Context: an optimization exercise on an open-source flow, tuned for a short achievable clock period and few clock cycles. The choices shown serve that exercise and are no tape-out recipe. The RTL was checked by simulation tests, not by an equivalence proof against the original design. Power figures rest on the tool's default switching activity, not on a simulated workload.

===== flow/run.sh =====
#!/bin/bash
# synth_recipe.tcl (not shown) runs the flow's synth.tcl, then flattens the netlist and writes it again
# the make line also repeats each setting of config.mk as NAME=value (left out here)
make -C /OpenROAD-flow-scripts/flow DESIGN_CONFIG=/design/flow/config.mk WORK_HOME=/design/flow/orfs CLKGATE_MAP_FILE= SYNTH_SCRIPT=/design/flow/synth_recipe.tcl finish

===== flow/constraint.sdc =====
create_clock -name core_clock -period 5.0 [get_ports {clk}]
set_input_delay 1.0000 -clock core_clock [delete_from_list [all_inputs] [get_ports {clk}]]
set_output_delay 1.0000 -clock core_clock [all_outputs]
set_load 0.01 [all_outputs]

===== flow/design.v =====
module nibble_cpu (
    input  wire       clk,
    input  wire       rst,           
    output wire       imem_en,
    output wire [3:0] imem_addr,
    input  wire [7:0] imem_rdata,
    input  wire       imem_present,  
    input  wire       in_valid,
    input  wire [3:0] in_data,
    output wire       in_ready,
    output wire       out_valid,
    output wire [3:0] out_data,
    input  wire       rearm,
    output wire       halted,
    output wire [3:0] final_a,
    output wire       final_c,
    output wire       fault,
    output wire [3:0] fault_pc
);
    localparam OP_NOP   = 4'h0;
    localparam OP_LOAD  = 4'h1;
    localparam OP_ADD   = 4'h2;
    localparam OP_SUB   = 4'h3;
    localparam OP_AND   = 4'h4;
    localparam OP_OR    = 4'h5;
    localparam OP_JMP   = 4'h6;
    localparam OP_JZ    = 4'h7;
    localparam OP_JNZ   = 4'h8;
    localparam OP_STORE = 4'h9;
    localparam OP_LOADM = 4'hA;
    localparam OP_ADDM  = 4'hB;
    localparam OP_SUBM  = 4'hC;
    localparam OP_HALT  = 4'hD;
    localparam OP_IN    = 4'hE;
    localparam OP_OUT   = 4'hF;
    localparam D_TK1  = 0;       
    localparam D_TK0  = 1;       
    localparam D_MEM  = 2;       
    localparam D_IN   = 3;
    localparam D_OUT  = 4;
    localparam D_HALT = 5;
    localparam D_ST   = 6;
    localparam D_PB   = 7;       
    localparam D_ADD  = 8;       
    localparam D_SUB  = 9;       
    localparam D_AND  = 10;
    localparam D_OR   = 11;
    localparam D_NOP  = 12;
    localparam ND     = 13;
    function [ND-1:0] decode(input [3:0] o);
        begin
            decode = {ND{1'b0}};
            decode[D_TK1]  = (o == OP_JMP) || (o == OP_JZ);
            decode[D_TK0]  = (o == OP_JMP) || (o == OP_JNZ);
            decode[D_MEM]  = (o == OP_LOADM) || (o == OP_ADDM) || (o == OP_SUBM);
            decode[D_IN]   = (o == OP_IN);
            decode[D_OUT]  = (o == OP_OUT);
            decode[D_HALT] = (o == OP_HALT);
            decode[D_ST]   = (o == OP_STORE);
            decode[D_PB]   = (o == OP_LOAD) || (o == OP_LOADM);
            decode[D_ADD]  = (o == OP_ADD) || (o == OP_ADDM);
            decode[D_SUB]  = (o == OP_SUB) || (o == OP_SUBM);
            decode[D_AND]  = (o == OP_AND);
            decode[D_OR]   = (o == OP_OR);
            decode[D_NOP]  = (o == OP_NOP);
        end
    endfunction
    function is_alu2(input [ND-1:0] a);
        is_alu2 = a[D_ADD] | a[D_SUB] | a[D_AND] | a[D_OR];
    endfunction
    function fusable(input [ND-1:0] a, input [ND-1:0] b);
        reg b_alu;
        begin
            b_alu   = b[D_PB] | b[D_ADD] | b[D_SUB] | b[D_AND] | b[D_OR];
            fusable = ((a[D_ST] | a[D_NOP] | a[D_OUT]) & (b[D_TK1] | b[D_TK0]))
                    | ((a[D_PB] | a[D_NOP] | a[D_OUT]) & b[D_ST])
                    | ((a[D_PB] | a[D_NOP] | a[D_OUT] | a[D_ST]) & (b_alu | b[D_NOP]))
                    | ((a[D_PB] | a[D_NOP] | is_alu2(a)) & b[D_OUT])
                    | (is_alu2(a) & (b[D_PB] | b[D_NOP] | b[D_AND] | b[D_OR]))
                    | (a[D_IN] & (b[D_ST] | b_alu | b[D_NOP] | b[D_OUT]))
                    | ((a[D_PB] | a[D_NOP] | a[D_OUT] | a[D_ST] | is_alu2(a)) & b[D_IN]);
        end
    endfunction
    function [15:0] onehot4(input [3:0] v);
        onehot4 = 16'd1 << v;
    endfunction
    function [15:0] rotl1(input [15:0] v);
        rotl1 = {v[14:0], v[15]};
    endfunction
    integer k;
    reg  [3:0]  fa;              
    reg         ren;             
    reg         rv;              
    reg  [3:0]  rtag;            
    reg  [15:0] rtag_oh;
    reg         rst_q;
    wire        first   = rst_q && !rst;
    wire [3:0]  raddr   = {fa[3:1], fa[0] ^ first};
    reg  [7:0]  cw  [0:15];      
    reg  [15:0] cv;              
    reg  [15:0] cp;              
    reg  [3:0]  opv [0:15];      
    reg  [15:0] fz;              
    localparam P_E2 = 0, P_APB = 1, P_AIN = 2, P_FWI = 3, P_RB2 = 4, P_RIN = 5,
               P_RAND = 6, P_ROR = 7, P_INR = 8, P_ST = 9, NP = 10;
    reg  [NP-1:0] pcf [0:15];
    reg  [3:0]  acc;
    reg         c_flag;
    reg         z_flag;          
    reg         z_acc;           
    reg  [3:0]  mem [0:15];
    reg         halted_q;
    reg  [3:0]  final_a_q;       
    reg         final_c_q;       
    reg         fault_q;
    reg         out_valid_q;
    reg  [3:0]  out_data_q;
    reg         in_ready_q;
    reg         irv;             
    reg  [3:0]  opnd;
    reg  [15:0] ir_oh;
    reg  [ND-1:0] d;             
    reg         irp;
    reg         ird;             
    reg  [3:0]  bv1;             
    reg         fwd1;            
    reg         v2;              
    reg  [3:0]  opnd2;
    reg  [15:0] ir2_oh;
    reg  [ND-1:0] d2;            
    reg         irp2;
    reg  [3:0]  bv2;
    reg         fwd2;
    reg         pair;            
    reg         e2;              
    reg         r_b2;            
    reg         apb, ain, fwi;               
    reg         r_in, r_and, r_or;           
    reg  [3:0]  sv;              
    reg         st_en;           
    reg  [3:0]  st_a;            
    reg  [3:0]  p, np, a2, a3, fpc;
    reg  [15:0] p_oh, np_oh, a2_oh, a3_oh;
    wire running  = !halted_q && !fault_q;
    wire act      = running && irv;
    wire flt      = act && !irp;
    wire rdy      = running && irv && irp;
    wire in_wait  = (d[D_IN] || (pair && d2[D_IN])) && !in_valid;
    wire go       = rdy && !in_wait;
    wire tk1      = rdy && (z_flag ? d[D_TK1] : d[D_TK0]);               
    wire p_rdy    = running && pair;                                     
    wire p_go     = p_rdy && !in_wait;                                   
    wire tk2      = p_rdy && (z_acc ? d2[D_TK1] : d2[D_TK0]);            
    wire st_go    = running && st_en && !in_wait;
    wire resume   = halted_q && rearm && ird;    
    wire [ND-1:0] ed  = e2 ? d2 : d;             
    wire [3:0] m2     = fwd2 ? sv : bv2;
    wire a_bv  = apb && !fwd1;
    wire a_sv  = apb && fwd1;
    wire a_in  = ain;
    wire a_acc = !apb && !ain;
    wire b_acc = e2 && fwi;
    wire b_sv  = e2 ? (!fwi && fwd2) : fwd1;
    wire b_1   = !e2 && !fwd1;
    wire b_2   = e2 && !fwi && !fwd2;
    wire [3:0] opA    = ({4{a_acc}} & acc) | ({4{a_bv}} & bv1) | ({4{a_sv}} & sv) | ({4{a_in}} & in_data);
    wire [3:0] opB    = ({4{b_acc}} & acc) | ({4{b_sv}} & sv) | ({4{b_1}} & bv1) | ({4{b_2}} & bv2);
    wire [4:0] add_r  = {1'b0, opA} + {1'b0, opB};
    wire [4:0] sub_r  = {1'b0, opA} - {1'b0, opB};
    wire       keep   = !(ed[D_PB] | ed[D_ADD] | ed[D_SUB] | ed[D_AND] | ed[D_OR] | ed[D_IN]);
    wire [3:0] alu_r  = ({4{ed[D_PB]}}  & opB)
                      | ({4{ed[D_ADD]}} & add_r[3:0])
                      | ({4{ed[D_SUB]}} & sub_r[3:0])
                      | ({4{ed[D_AND]}} & (opA & opB))
                      | ({4{ed[D_OR]}}  & (opA | opB))
                      | ({4{ed[D_IN]}}  & in_data)
                      | ({4{keep}}      & opA);
    wire [3:0] acc_nx = r_in  ? in_data :
                        r_b2  ? m2 :
                        r_and ? (alu_r & bv2) :
                        r_or  ? (alu_r | bv2) : alu_r;
    wire       c_nx   = ed[D_ADD] ? add_r[4] : ed[D_SUB] ? sub_r[4] : c_flag;
    wire [3:0] neg_a  = 4'd0 - opA;
    wire       z_nx   = r_in ? (in_data == 4'd0) :
                        r_b2 ? (m2 == 4'd0) :
                        (r_and || r_or) ? (acc_nx == 4'd0) :
                        (ed[D_PB]  && opB == 4'd0)
                      | (ed[D_ADD] && opB == neg_a)
                      | (ed[D_SUB] && opB == opA)
                      | (ed[D_AND] && (opA & opB) == 4'd0)
                      | (ed[D_OR]  && (opA | opB) == 4'd0)
                      | (ed[D_IN]  && in_data == 4'd0)
                      | (keep      && opA == 4'd0);
    reg  [3:0]  mem_nx [0:15];
    always @(*)
        for (k = 0; k < 16; k = k + 1)
            mem_nx[k] = (st_go && st_a == k) ? opA : mem[k];
    reg  [ND-1:0] sd [0:15];
    reg  [15:0]   fz_nx;
    reg  [NP-1:0] pcf_nx [0:15];
    always @(*) begin
        for (k = 0; k < 16; k = k + 1)
            sd[k] = decode(cw[k][7:4]);
        for (k = 0; k < 16; k = k + 1)
            fz_nx[k] = cv[k] && cv[(k + 1) % 16] && cp[k] && cp[(k + 1) % 16]
                       && fusable(sd[k], sd[(k + 1) % 16]);
        for (k = 0; k < 16; k = k + 1) begin
            pcf_nx[k][P_E2]   = fz_nx[k] && !sd[(k + 1) % 16][D_OUT] && !sd[(k + 1) % 16][D_IN]
                                && !is_alu2(sd[k]);
            pcf_nx[k][P_APB]  = pcf_nx[k][P_E2] && sd[k][D_PB];
            pcf_nx[k][P_AIN]  = pcf_nx[k][P_E2] && sd[k][D_IN];
            pcf_nx[k][P_FWI]  = sd[k][D_ST] && sd[(k + 1) % 16][D_MEM]
                                && cw[k][3:0] == cw[(k + 1) % 16][3:0];
            pcf_nx[k][P_RB2]  = fz_nx[k] && is_alu2(sd[k]) && sd[(k + 1) % 16][D_PB];
            pcf_nx[k][P_RIN]  = fz_nx[k] && sd[(k + 1) % 16][D_IN];
            pcf_nx[k][P_RAND] = fz_nx[k] && is_alu2(sd[k]) && sd[(k + 1) % 16][D_AND];
            pcf_nx[k][P_ROR]  = fz_nx[k] && is_alu2(sd[k]) && sd[(k + 1) % 16][D_OR];
            pcf_nx[k][P_INR]  = fz_nx[k] && sd[(k + 1) % 16][D_IN];
            pcf_nx[k][P_ST]   = fz_nx[k] && sd[(k + 1) % 16][D_ST];
        end
    end
    reg  [3:0]    sb [0:15];
    reg  [15:0]   seqm;
    reg  [3:0]    ssa [0:15];
    always @(*)
        for (k = 0; k < 16; k = k + 1) begin
            sb[k]   = sd[k][D_MEM] ? opv[k] : cw[k][3:0];
            seqm[k] = sd[k][D_MEM] && cw[k][3:0] == st_a;
            ssa[k]  = (fz[k] && sd[(k + 1) % 16][D_ST]) ? cw[(k + 1) % 16][3:0] : cw[k][3:0];
        end
    wire [ND-1:0] rd_d  = decode(imem_rdata[7:4]);
    wire [3:0]    rd_mv = mem[imem_rdata[3:0]];       
    wire          rd_eq = imem_rdata[3:0] == st_a;
    wire [3:0]    rd_mn = (st_go && rd_eq) ? opA : rd_mv;    
    wire [15:0] ir_oh_r  = rotl1(ir_oh);
    wire [15:0] ir2_oh_r = rotl1(ir2_oh);
    wire rh_pp  = rv && |(rtag_oh & p_oh);
    wire rh_pn  = rv && |(rtag_oh & np_oh);
    wire rh_ps2 = rv && |(rtag_oh & a2_oh);
    wire rh_ps3 = rv && |(rtag_oh & a3_oh);
    wire rh_pt  = rv && |(rtag_oh & ir_oh);
    wire rh_pt1 = rv && |(rtag_oh & ir_oh_r);
    wire rh_pu  = rv && |(rtag_oh & ir2_oh);
    wire rh_pu1 = rv && |(rtag_oh & ir2_oh_r);
    reg  [3:0]    pp_n, pp_v; 
    reg  [ND-1:0] pp_d; 
    reg           pp_cv, pp_cp, pp_eq, pp_f; 
    reg  [NP-1:0] pp_pc; 
    reg  [3:0]    pp_b, pp_sa; 
    always @(*) begin 
        pp_n  = (rh_pp) ? imem_rdata[3:0] : 4'd0; 
        pp_d  = (rh_pp) ? rd_d : {ND{1'b0}}; 
        pp_cv = (rh_pp); 
        pp_cp = (rh_pp) && imem_present; 
        pp_v  = (rh_pp) ? rd_mv : 4'd0; 
        pp_b  = (rh_pp) ? (rd_d[D_MEM] ? rd_mv : imem_rdata[3:0]) : 4'd0; 
        pp_eq = (rh_pp) && rd_d[D_MEM] && rd_eq; 
        pp_sa = (rh_pp) ? imem_rdata[3:0] : 4'd0; 
        pp_f  = 1'b0; 
        pp_pc = {NP{1'b0}}; 
        for (k = 0; k < 16; k = k + 1) 
            if ((p_oh[k]) && cv[k]) begin 
                pp_n  = pp_n | cw[k][3:0]; 
                pp_d  = pp_d | sd[k]; 
                pp_cv = 1'b1; 
                pp_cp = pp_cp | cp[k]; 
                pp_v  = pp_v | opv[k]; 
                pp_eq = pp_eq | seqm[k]; 
                pp_b  = pp_b | sb[k]; 
                pp_sa = pp_sa | ssa[k]; 
                pp_f  = pp_f | fz[k]; 
                pp_pc = pp_pc | pcf[k]; 
            end 
    end
    reg  [3:0]    pn_n, pn_v; 
    reg  [ND-1:0] pn_d; 
    reg           pn_cv, pn_cp, pn_eq, pn_f; 
    reg  [NP-1:0] pn_pc; 
    reg  [3:0]    pn_b, pn_sa; 
    always @(*) begin 
        pn_n  = (rh_pn) ? imem_rdata[3:0] : 4'd0; 
        pn_d  = (rh_pn) ? rd_d : {ND{1'b0}}; 
        pn_cv = (rh_pn); 
        pn_cp = (rh_pn) && imem_present; 
        pn_v  = (rh_pn) ? rd_mv : 4'd0; 
        pn_b  = (rh_pn) ? (rd_d[D_MEM] ? rd_mv : imem_rdata[3:0]) : 4'd0; 
        pn_eq = (rh_pn) && rd_d[D_MEM] && rd_eq; 
        pn_sa = (rh_pn) ? imem_rdata[3:0] : 4'd0; 
        pn_f  = 1'b0; 
        pn_pc = {NP{1'b0}}; 
        for (k = 0; k < 16; k = k + 1) 
            if ((np_oh[k]) && cv[k]) begin 
                pn_n  = pn_n | cw[k][3:0]; 
                pn_d  = pn_d | sd[k]; 
                pn_cv = 1'b1; 
                pn_cp = pn_cp | cp[k]; 
                pn_v  = pn_v | opv[k]; 
                pn_eq = pn_eq | seqm[k]; 
                pn_b  = pn_b | sb[k]; 
                pn_sa = pn_sa | ssa[k]; 
                pn_f  = pn_f | fz[k]; 
                pn_pc = pn_pc | pcf[k]; 
            end 
    end
    reg  [3:0]    ps2_n, ps2_v; 
    reg  [ND-1:0] ps2_d; 
    reg           ps2_cv, ps2_cp, ps2_eq, ps2_f; 
    reg  [NP-1:0] ps2_pc; 
    reg  [3:0]    ps2_b, ps2_sa; 
    always @(*) begin 
        ps2_n  = (rh_ps2) ? imem_rdata[3:0] : 4'd0; 
        ps2_d  = (rh_ps2) ? rd_d : {ND{1'b0}}; 
        ps2_cv = (rh_ps2); 
        ps2_cp = (rh_ps2) && imem_present; 
        ps2_v  = (rh_ps2) ? rd_mv : 4'd0; 
        ps2_b  = (rh_ps2) ? (rd_d[D_MEM] ? rd_mv : imem_rdata[3:0]) : 4'd0; 
        ps2_eq = (rh_ps2) && rd_d[D_MEM] && rd_eq; 
        ps2_sa = (rh_ps2) ? imem_rdata[3:0] : 4'd0; 
        ps2_f  = 1'b0; 
        ps2_pc = {NP{1'b0}}; 
        for (k = 0; k < 16; k = k + 1) 
            if ((a2_oh[k]) && cv[k]) begin 
                ps2_n  = ps2_n | cw[k][3:0]; 
                ps2_d  = ps2_d | sd[k]; 
                ps2_cv = 1'b1; 
                ps2_cp = ps2_cp | cp[k]; 
                ps2_v  = ps2_v | opv[k]; 
                ps2_eq = ps2_eq | seqm[k]; 
                ps2_b  = ps2_b | sb[k]; 
                ps2_sa = ps2_sa | ssa[k]; 
                ps2_f  = ps2_f | fz[k]; 
                ps2_pc = ps2_pc | pcf[k]; 
            end 
    end
    reg  [3:0]    ps3_n, ps3_v; 
    reg  [ND-1:0] ps3_d; 
    reg           ps3_cv, ps3_cp, ps3_eq, ps3_f; 
    reg  [NP-1:0] ps3_pc; 
    reg  [3:0]    ps3_b, ps3_sa; 
    always @(*) begin 
        ps3_n  = (rh_ps3) ? imem_rdata[3:0] : 4'd0; 
        ps3_d  = (rh_ps3) ? rd_d : {ND{1'b0}}; 
        ps3_cv = (rh_ps3); 
        ps3_cp = (rh_ps3) && imem_present; 
        ps3_v  = (rh_ps3) ? rd_mv : 4'd0; 
        ps3_b  = (rh_ps3) ? (rd_d[D_MEM] ? rd_mv : imem_rdata[3:0]) : 4'd0; 
        ps3_eq = (rh_ps3) && rd_d[D_MEM] && rd_eq; 
        ps3_sa = (rh_ps3) ? imem_rdata[3:0] : 4'd0; 
        ps3_f  = 1'b0; 
        ps3_pc = {NP{1'b0}}; 
        for (k = 0; k < 16; k = k + 1) 
            if ((a3_oh[k]) && cv[k]) begin 
                ps3_n  = ps3_n | cw[k][3:0]; 
                ps3_d  = ps3_d | sd[k]; 
                ps3_cv = 1'b1; 
                ps3_cp = ps3_cp | cp[k]; 
                ps3_v  = ps3_v | opv[k]; 
                ps3_eq = ps3_eq | seqm[k]; 
                ps3_b  = ps3_b | sb[k]; 
                ps3_sa = ps3_sa | ssa[k]; 
                ps3_f  = ps3_f | fz[k]; 
                ps3_pc = ps3_pc | pcf[k]; 
            end 
    end
    reg  [3:0]    pt_n, pt_v; 
    reg  [ND-1:0] pt_d; 
    reg           pt_cv, pt_cp, pt_eq, pt_f; 
    reg  [NP-1:0] pt_pc; 
    reg  [3:0]    pt_b, pt_sa; 
    always @(*) begin 
        pt_n  = (rh_pt) ? imem_rdata[3:0] : 4'd0; 
        pt_d  = (rh_pt) ? rd_d : {ND{1'b0}}; 
        pt_cv = (rh_pt); 
        pt_cp = (rh_pt) && imem_present; 
        pt_v  = (rh_pt) ? rd_mv : 4'd0; 
        pt_b  = (rh_pt) ? (rd_d[D_MEM] ? rd_mv : imem_rdata[3:0]) : 4'd0; 
        pt_eq = (rh_pt) && rd_d[D_MEM] && rd_eq; 
        pt_sa = (rh_pt) ? imem_rdata[3:0] : 4'd0; 
        pt_f  = 1'b0; 
        pt_pc = {NP{1'b0}}; 
        for (k = 0; k < 16; k = k + 1) 
            if ((ir_oh[k]) && cv[k]) begin 
                pt_n  = pt_n | cw[k][3:0]; 
                pt_d  = pt_d | sd[k]; 
                pt_cv = 1'b1; 
                pt_cp = pt_cp | cp[k]; 
                pt_v  = pt_v | opv[k]; 
                pt_eq = pt_eq | seqm[k]; 
                pt_b  = pt_b | sb[k]; 
                pt_sa = pt_sa | ssa[k]; 
                pt_f  = pt_f | fz[k]; 
                pt_pc = pt_pc | pcf[k]; 
            end 
    end
    reg  [3:0]    pt1_n, pt1_v; 
    reg  [ND-1:0] pt1_d; 
    reg           pt1_cv, pt1_cp, pt1_eq, pt1_f; 
    reg  [NP-1:0] pt1_pc; 
    reg  [3:0]    pt1_b, pt1_sa; 
    always @(*) begin 
        pt1_n  = (rh_pt1) ? imem_rdata[3:0] : 4'd0; 
        pt1_d  = (rh_pt1) ? rd_d : {ND{1'b0}}; 
        pt1_cv = (rh_pt1); 
        pt1_cp = (rh_pt1) && imem_present; 
        pt1_v  = (rh_pt1) ? rd_mv : 4'd0; 
        pt1_b  = (rh_pt1) ? (rd_d[D_MEM] ? rd_mv : imem_rdata[3:0]) : 4'd0; 
        pt1_eq = (rh_pt1) && rd_d[D_MEM] && rd_eq; 
        pt1_sa = (rh_pt1) ? imem_rdata[3:0] : 4'd0; 
        pt1_f  = 1'b0; 
        pt1_pc = {NP{1'b0}}; 
        for (k = 0; k < 16; k = k + 1) 
            if ((ir_oh_r[k]) && cv[k]) begin 
                pt1_n  = pt1_n | cw[k][3:0]; 
                pt1_d  = pt1_d | sd[k]; 
                pt1_cv = 1'b1; 
                pt1_cp = pt1_cp | cp[k]; 
                pt1_v  = pt1_v | opv[k]; 
                pt1_eq = pt1_eq | seqm[k]; 
                pt1_b  = pt1_b | sb[k]; 
                pt1_sa = pt1_sa | ssa[k]; 
                pt1_f  = pt1_f | fz[k]; 
                pt1_pc = pt1_pc | pcf[k]; 
            end 
    end
    reg  [3:0]    pu_n, pu_v; 
    reg  [ND-1:0] pu_d; 
    reg           pu_cv, pu_cp, pu_eq, pu_f; 
    reg  [NP-1:0] pu_pc; 
    reg  [3:0]    pu_b, pu_sa; 
    always @(*) begin 
        pu_n  = (rh_pu) ? imem_rdata[3:0] : 4'd0; 
        pu_d  = (rh_pu) ? rd_d : {ND{1'b0}}; 
        pu_cv = (rh_pu); 
        pu_cp = (rh_pu) && imem_present; 
        pu_v  = (rh_pu) ? rd_mv : 4'd0; 
        pu_b  = (rh_pu) ? (rd_d[D_MEM] ? rd_mv : imem_rdata[3:0]) : 4'd0; 
        pu_eq = (rh_pu) && rd_d[D_MEM] && rd_eq; 
        pu_sa = (rh_pu) ? imem_rdata[3:0] : 4'd0; 
        pu_f  = 1'b0; 
        pu_pc = {NP{1'b0}}; 
        for (k = 0; k < 16; k = k + 1) 
            if ((ir2_oh[k]) && cv[k]) begin 
                pu_n  = pu_n | cw[k][3:0]; 
                pu_d  = pu_d | sd[k]; 
                pu_cv = 1'b1; 
                pu_cp = pu_cp | cp[k]; 
                pu_v  = pu_v | opv[k]; 
                pu_eq = pu_eq | seqm[k]; 
                pu_b  = pu_b | sb[k]; 
                pu_sa = pu_sa | ssa[k]; 
                pu_f  = pu_f | fz[k]; 
                pu_pc = pu_pc | pcf[k]; 
            end 
    end
    reg  [3:0]    pu1_n, pu1_v; 
    reg  [ND-1:0] pu1_d; 
    reg           pu1_cv, pu1_cp, pu1_eq, pu1_f; 
    reg  [NP-1:0] pu1_pc; 
    reg  [3:0]    pu1_b, pu1_sa; 
    always @(*) begin 
        pu1_n  = (rh_pu1) ? imem_rdata[3:0] : 4'd0; 
        pu1_d  = (rh_pu1) ? rd_d : {ND{1'b0}}; 
        pu1_cv = (rh_pu1); 
        pu1_cp = (rh_pu1) && imem_present; 
        pu1_v  = (rh_pu1) ? rd_mv : 4'd0; 
        pu1_b  = (rh_pu1) ? (rd_d[D_MEM] ? rd_mv : imem_rdata[3:0]) : 4'd0; 
        pu1_eq = (rh_pu1) && rd_d[D_MEM] && rd_eq; 
        pu1_sa = (rh_pu1) ? imem_rdata[3:0] : 4'd0; 
        pu1_f  = 1'b0; 
        pu1_pc = {NP{1'b0}}; 
        for (k = 0; k < 16; k = k + 1) 
            if ((ir2_oh_r[k]) && cv[k]) begin 
                pu1_n  = pu1_n | cw[k][3:0]; 
                pu1_d  = pu1_d | sd[k]; 
                pu1_cv = 1'b1; 
                pu1_cp = pu1_cp | cp[k]; 
                pu1_v  = pu1_v | opv[k]; 
                pu1_eq = pu1_eq | seqm[k]; 
                pu1_b  = pu1_b | sb[k]; 
                pu1_sa = pu1_sa | ssa[k]; 
                pu1_f  = pu1_f | fz[k]; 
                pu1_pc = pu1_pc | pcf[k]; 
            end 
    end
    wire c0 = !irv;                                  
    wire c1 = (rdy && !pair && !tk1) || resume;      
    wire c2 = p_rdy && !tk2;                         
    wire c3 = tk1;                                   
    wire c4 = tk2;                                   
    wire want_ld = c0 || (c1 && !(in_wait && !resume)) || (c2 && !in_wait) || c3 || c4;
    wire s1r = c1 && v2;                             
    wire s1n = c1 && !v2;
    wire          hit   = s1r | (s1n & pn_cv) | (c2 & ps2_cv) | (c3 & pt_cv) | (c4 & pu_cv) | (c0 & pp_cv);
    wire [3:0]    n1_n  = ({4{s1r}} & opnd2) | ({4{s1n}} & pn_n) | ({4{c2}} & ps2_n)
                        | ({4{c3}} & pt_n) | ({4{c4}} & pu_n) | ({4{c0}} & pp_n);
    wire [15:0]   n1_oh = onehot4(n1_n);
    wire [ND-1:0] n1_d  = ({ND{s1r}} & d2) | ({ND{s1n}} & pn_d) | ({ND{c2}} & ps2_d)
                        | ({ND{c3}} & pt_d) | ({ND{c4}} & pu_d) | ({ND{c0}} & pp_d);
    wire          n1_p  = (s1r & irp2) | (s1n & pn_cp) | (c2 & ps2_cp) | (c3 & pt_cp) | (c4 & pu_cp) | (c0 & pp_cp);
    wire          n1_f  = (c1 & pn_f) | (c2 & ps2_f) | (c3 & pt_f) | (c4 & pu_f) | (c0 & pp_f);
    wire [3:0]    n1_bv = ({4{s1r}} & m2) | ({4{s1n}} & pn_b) | ({4{c2}} & ps2_b)
                        | ({4{c3}} & pt_b) | ({4{c4}} & pu_b) | ({4{c0}} & pp_b);
    wire          n1_eq = (s1r & d2[D_MEM] & (opnd2 == st_a)) | (s1n & pn_eq) | (c2 & ps2_eq)
                        | (c3 & pt_eq) | (c4 & pu_eq) | (c0 & pp_eq);
    wire          n1_mem = n1_d[D_MEM];
    wire          n1_fw  = st_go && n1_eq;
    wire [3:0]    n_sa  = ({4{c1}} & pn_sa) | ({4{c2}} & ps2_sa) | ({4{c3}} & pt_sa)
                        | ({4{c4}} & pu_sa) | ({4{c0}} & pp_sa);
    wire [3:0]    n2_n  = ({4{c1}} & ps2_n) | ({4{c2}} & ps3_n) | ({4{c3}} & pt1_n) | ({4{c4}} & pu1_n) | ({4{c0}} & pn_n);
    wire [15:0]   n2_oh = onehot4(n2_n);
    wire [ND-1:0] n2_d  = ({ND{c1}} & ps2_d) | ({ND{c2}} & ps3_d) | ({ND{c3}} & pt1_d) | ({ND{c4}} & pu1_d) | ({ND{c0}} & pn_d);
    wire          n2_cv = (c1 & ps2_cv) | (c2 & ps3_cv) | (c3 & pt1_cv) | (c4 & pu1_cv) | (c0 & pn_cv);
    wire          n2_p  = (c1 & ps2_cp) | (c2 & ps3_cp) | (c3 & pt1_cp) | (c4 & pu1_cp) | (c0 & pn_cp);
    wire [3:0]    n2_bv = ({4{c1}} & ps2_b) | ({4{c2}} & ps3_b) | ({4{c3}} & pt1_b) | ({4{c4}} & pu1_b) | ({4{c0}} & pn_b);
    wire          n2_eq = (c1 & ps2_eq) | (c2 & ps3_eq) | (c3 & pt1_eq) | (c4 & pu1_eq) | (c0 & pn_eq);
    wire          n2_mem = n2_d[D_MEM];
    wire          n2_fw  = st_go && n2_eq;
    wire [3:0]    nb    = ({4{c1}} & np) | ({4{c2}} & a2) | ({4{c3}} & opnd) | ({4{c4}} & opnd2) | ({4{c0}} & p);
    wire [15:0]   nb_oh = ({16{c1}} & np_oh) | ({16{c2}} & a2_oh) | ({16{c3}} & ir_oh)
                        | ({16{c4}} & ir2_oh) | ({16{c0}} & p_oh);
    wire          n2_ok  = hit && n2_cv && n2_p;
    wire          n_pair = n1_f;
    wire [NP-1:0] n_pc  = ({NP{c1}} & pn_pc) | ({NP{c2}} & ps2_pc) | ({NP{c3}} & pt_pc)
                        | ({NP{c4}} & pu_pc) | ({NP{c0}} & pp_pc);
    wire adv      = go && (c1 || c2 || c3 || c4);
    wire early_ok = adv && !resume && hit && !d[D_OUT] && !d[D_HALT] && !(pair && d2[D_OUT]);
    wire early_h  = early_ok && n1_p && n1_d[D_HALT];
    wire early_f  = early_ok && !n1_p;
    wire halted_nx = halted_q ? !rearm : ((go && d[D_HALT] && !ird) || early_h);
    wire fault_nx  = fault_q || flt || early_f;
    wire [3:0]  rd_n    = imem_rdata[3:0];
    wire [15:0] cv_fill = rv ? (cv | onehot4(rtag)) : cv;
    wire        jlook   = rv && imem_rdata[7:4] == OP_JMP && !cv[rd_n] && rtag != rd_n
                          && !(ren && raddr == rd_n);
    wire        wait_p  = !irv && !cv[p] && !(rv && rtag == p) && !(ren && raddr == p);
    always @(posedge clk) begin
        rst_q <= rst;
        rv    <= ren;
        rtag  <= raddr;
        rtag_oh <= onehot4(raddr);
        if (rst) begin
            fa  <= 4'd0;
            ren <= 1'b1;
            cv  <= 16'd0;
            fz  <= 16'd0;
            for (k = 0; k < 16; k = k + 1)
                pcf[k] <= {NP{1'b0}};
        end else begin
            if (wait_p) begin
                fa  <= p;
                ren <= 1'b1;
            end else if (jlook) begin
                fa  <= rd_n;
                ren <= 1'b1;
            end else begin
                fa  <= first ? 4'd2 : fa + 4'd1;
                ren <= !(&cv_fill);
            end
            for (k = 0; k < 16; k = k + 1)
                opv[k] <= (rv && rtag == k) ? rd_mn :
                          (st_go && cw[k][3:0] == st_a) ? opA : mem[cw[k][3:0]];
            fz <= fz_nx;
            for (k = 0; k < 16; k = k + 1)
                pcf[k] <= pcf_nx[k];
            if (rv) begin
                cw[rtag] <= imem_rdata;
                cp[rtag] <= imem_present;
                cv[rtag] <= 1'b1;
            end
        end
    end
    always @(posedge clk) begin
        if (rst) begin
            irv         <= 1'b0;
            ird         <= 1'b0;
            v2          <= 1'b0;
            d           <= {ND{1'b0}};
            d2          <= {ND{1'b0}};
            pair        <= 1'b0;
            st_en       <= 1'b0;
            p           <= 4'd0;
            fpc         <= 4'd0;
            np          <= 4'd1;
            a2          <= 4'd2;
            a3          <= 4'd3;
            p_oh        <= 16'd1;
            np_oh       <= 16'd2;
            a2_oh       <= 16'd4;
            a3_oh       <= 16'd8;
            acc         <= 4'd0;
            c_flag      <= 1'b0;
            z_flag      <= 1'b0;
            z_acc       <= 1'b1;
            final_a_q   <= 4'd0;
            final_c_q   <= 1'b0;
            halted_q    <= 1'b0;
            fault_q     <= 1'b0;
            out_valid_q <= 1'b0;
            in_ready_q  <= 1'b0;
            for (k = 0; k < 16; k = k + 1)
                mem[k] <= 4'd0;
        end else begin
            halted_q    <= halted_nx;
            fault_q     <= fault_nx;
            out_valid_q <= go && (d[D_OUT] || (pair && d2[D_OUT]));
            for (k = 0; k < 16; k = k + 1)
                mem[k] <= mem_nx[k];
            if (st_go)
                sv <= opA;
            if (go || p_go) begin
                acc       <= acc_nx;
                c_flag    <= c_nx;
                z_flag    <= z_nx;
                z_acc     <= z_nx;
                final_a_q <= acc_nx;
                final_c_q <= c_nx;
            end
            if (go && d[D_OUT])
                out_data_q <= acc;
            else if (go && pair && d2[D_OUT])
                out_data_q <= acc_nx;
            if (want_ld) begin
                p      <= nb;
                fpc    <= nb;
                np     <= nb + 4'd1;
                a2     <= nb + 4'd2;
                a3     <= nb + 4'd3;
                p_oh   <= nb_oh;
                np_oh  <= rotl1(nb_oh);
                a2_oh  <= rotl1(rotl1(nb_oh));
                a3_oh  <= rotl1(rotl1(rotl1(nb_oh)));
                irv    <= hit;
                opnd   <= n1_n;
                ir_oh  <= n1_oh;
                d      <= n1_d;
                irp    <= n1_p;
                ird    <= early_h;
                bv1    <= n1_bv;
                fwd1   <= n1_fw;
                v2     <= n2_ok;
                opnd2  <= n2_n;
                ir2_oh <= n2_oh;
                d2     <= n2_d;
                irp2   <= n2_p;
                bv2    <= n2_bv;
                fwd2   <= n2_fw;
                pair   <= n_pair;
                e2     <= n_pc[P_E2];
                apb    <= n_pc[P_APB];
                ain    <= n_pc[P_AIN];
                fwi    <= n_pc[P_FWI];
                r_b2   <= n_pc[P_RB2];
                r_in   <= n_pc[P_RIN];
                r_and  <= n_pc[P_RAND];
                r_or   <= n_pc[P_ROR];
                st_en  <= (hit && n1_p && n1_d[D_ST]) || n_pc[P_ST];
                st_a   <= n_sa;
                in_ready_q <= hit && n1_p && (n1_d[D_IN] || n_pc[P_INR]) && !(halted_q && !rearm)
                              && !(go && d[D_HALT]) && !fault_q;
            end else begin
                in_ready_q <= irv && irp && (d[D_IN] || (pair && d2[D_IN])) && !halted_nx && !fault_nx;
            end
        end
    end
    assign imem_en   = ren;
    assign imem_addr = raddr;
    assign in_ready  = in_ready_q;
    assign out_valid = out_valid_q;
    assign out_data  = out_data_q;
    assign halted    = halted_q;
    assign final_a   = final_a_q;
    assign final_c   = final_c_q;
    assign fault     = fault_q;
    assign fault_pc  = fpc;
endmodule

===== flow/config.mk =====
export PLATFORM = sky130hd
export DESIGN_NAME = nibble_cpu
export DESIGN_NICKNAME = nibble_cpu
export VERILOG_FILES = /design/flow/design.v
export SDC_FILE = /design/flow/constraint.sdc
export NUM_CORES = 4
export LEC_CHECK = 0
export CAP_MARGIN = 20
export CELL_PAD_IN_SITES_DETAIL_PLACEMENT = 1
export CELL_PAD_IN_SITES_GLOBAL_PLACEMENT = 2
export CORE_MARGIN = 2
export CORE_UTILIZATION = 22
export CTS_CLUSTER_DIAMETER = 100
export CTS_CLUSTER_SIZE = 40
export PLACE_DENSITY = 0.45
export SETUP_SLACK_MARGIN = 3.0
export SLEW_MARGIN = 20
export TNS_END_PERCENT = 100

==> flow_summary.json <==
{
  "synth.distinct_cells": 100,
  "synth_flop_cell": "dfxtp_1",
  "io_buffers": 38,
  "pre_cts_ws_ps": 251,
  "syn_area_per_cell_sq_um": 7.35,
  "synth-seq-cells": 612,
  "gr-total-overflow": 1,
  "synth_cells": 9635,
  "synth_nets": 9678,
  "clockRootBuffer": "clkbuf_16",
  "seq_area_frac_synth_pct": 21.3,
  "cts_buffers": 57,
  "synth_edf_count": 280,
  "clockBufferDepth": 3,
  "syn_area_sq_mm": 0.0708,
  "ys_warn_count": 9,
  "start_util_pct": 22.1,
  "htreeDepth": 2,
  "grt_use_total_pct": 61.6,
  "place.gp.congestion": 1.14,
  "die_height_um": 571,
  "grt_max_degree": 70,
  "clock_sinks": 612,
  "haltStage": "global routing",
  "dp_hpwl_mm": 709,
  "fp.dieW_um": 571,
  "error_line": "[ERROR GRT-0232] Routing congestion too high. Check the congestion heatmap in the GUI.",
  "io_pins": 39,
  "status": "stopped before the end",
  "dp_cells": 13900,
  "placementRows": 208,
  "postSynth.asyncResetShare_pct": 0
}
==> cell families after synthesis <==
kind of cell | count (synthesis) | share of synthesized area, %
AOI/OAI and AO/OA | 3794 | 38.2
xor gates and xnor gates | 188 | 2.33
adders and majority gates | 26 | 0.481
buffers and inverters | 1451 | 7.82
DFF | 612 | 21.3
muxes | 364 | 6.05
and+or+nand+nor | 3200 | 23.9
==> synth_stat cells, types with 56 or more instances <==
master | instances | area (sq um)
a211oi_1 | 206 | 1550
a21oi_1 | 431 | 2160
a221oi_1 | 292 | 2560
a22o_1 | 277 | 2430
a22oi_1 | 523 | 3930
a31oi_1 | 118 | 738
and2_1 | 180 | 1130
and3_1 | 56 | 350
buf_1 | 179 | 672
clkbuf_1 | 1053 | 3950
dfxtp_1 | 332 | 6650
edfxtp_1 | 280 | 8410
inv_1 | 152 | 571
mux2_2 | 109 | 1230
mux2i_1 | 213 | 2130
nand2_1 | 707 | 2650
nand2b_1 | 86 | 538
nand3_1 | 330 | 1650
nand3b_1 | 72 | 541
nand4_1 | 168 | 1050
nor2_1 | 691 | 2590
nor2b_1 | 127 | 795
nor3_1 | 242 | 1210
nor3b_1 | 64 | 480
nor4_1 | 143 | 895
o21ai_0 | 344 | 1720
o221ai_1 | 105 | 920
o22ai_1 | 823 | 5150
xnor2_1 | 61 | 534
xor2_1 | 127 | 1110
==> worst max path at each step <==
stage                     depth (start not counted)     end          start  slack (ps)
after detailed placement                          9  bv1[3]  imem_rdata[7]         250
after floorplan                                  11  z_flag     in_data[1]        1370
after global placement                           10    fwd2  imem_rdata[7]        -100
after CTS                                        11  z_flag         bv1[0]        1340
==> through the flow <==
step	TNS, ps	hold WS (ps)	instance area (sq um)	utilization (%)
floorplan	0	350	75400	-
global placement	-97.3	436	84100	26.2
detailed placement	0	440	84300	26.3
CTS	0	473	109000	34.1
==> layer usage <==
| metal | track usage [%] | GRT overflow |
|---|---|---|
| met1 | 64.2 | 0 |
| met2 | 78.8 | 1 |
| met3 | 42.5 | 0 |
| met4 | 58.9 | 0 |
| met5 | 16.7 | 0 |
==> what timing repair did <==
item,CTS
hold buffers,0
endpoints found under the setup margin,733
pin swaps,575
resized for setup,2644
setup buffers,1162
cloned,46
==> power groups by stage <==
stage	Combinational (mW)	Sequential, mW	Clock (mW)
2_1_floorplan	6.79	6.23	0
4_1_cts	19.9	6.84	6.13
3_3_place_gp	14.7	7.34	0
3_5_place_dp	14.7	7.35	0
Testbench counts, summed over its fixed seeds: cycles 89,914.
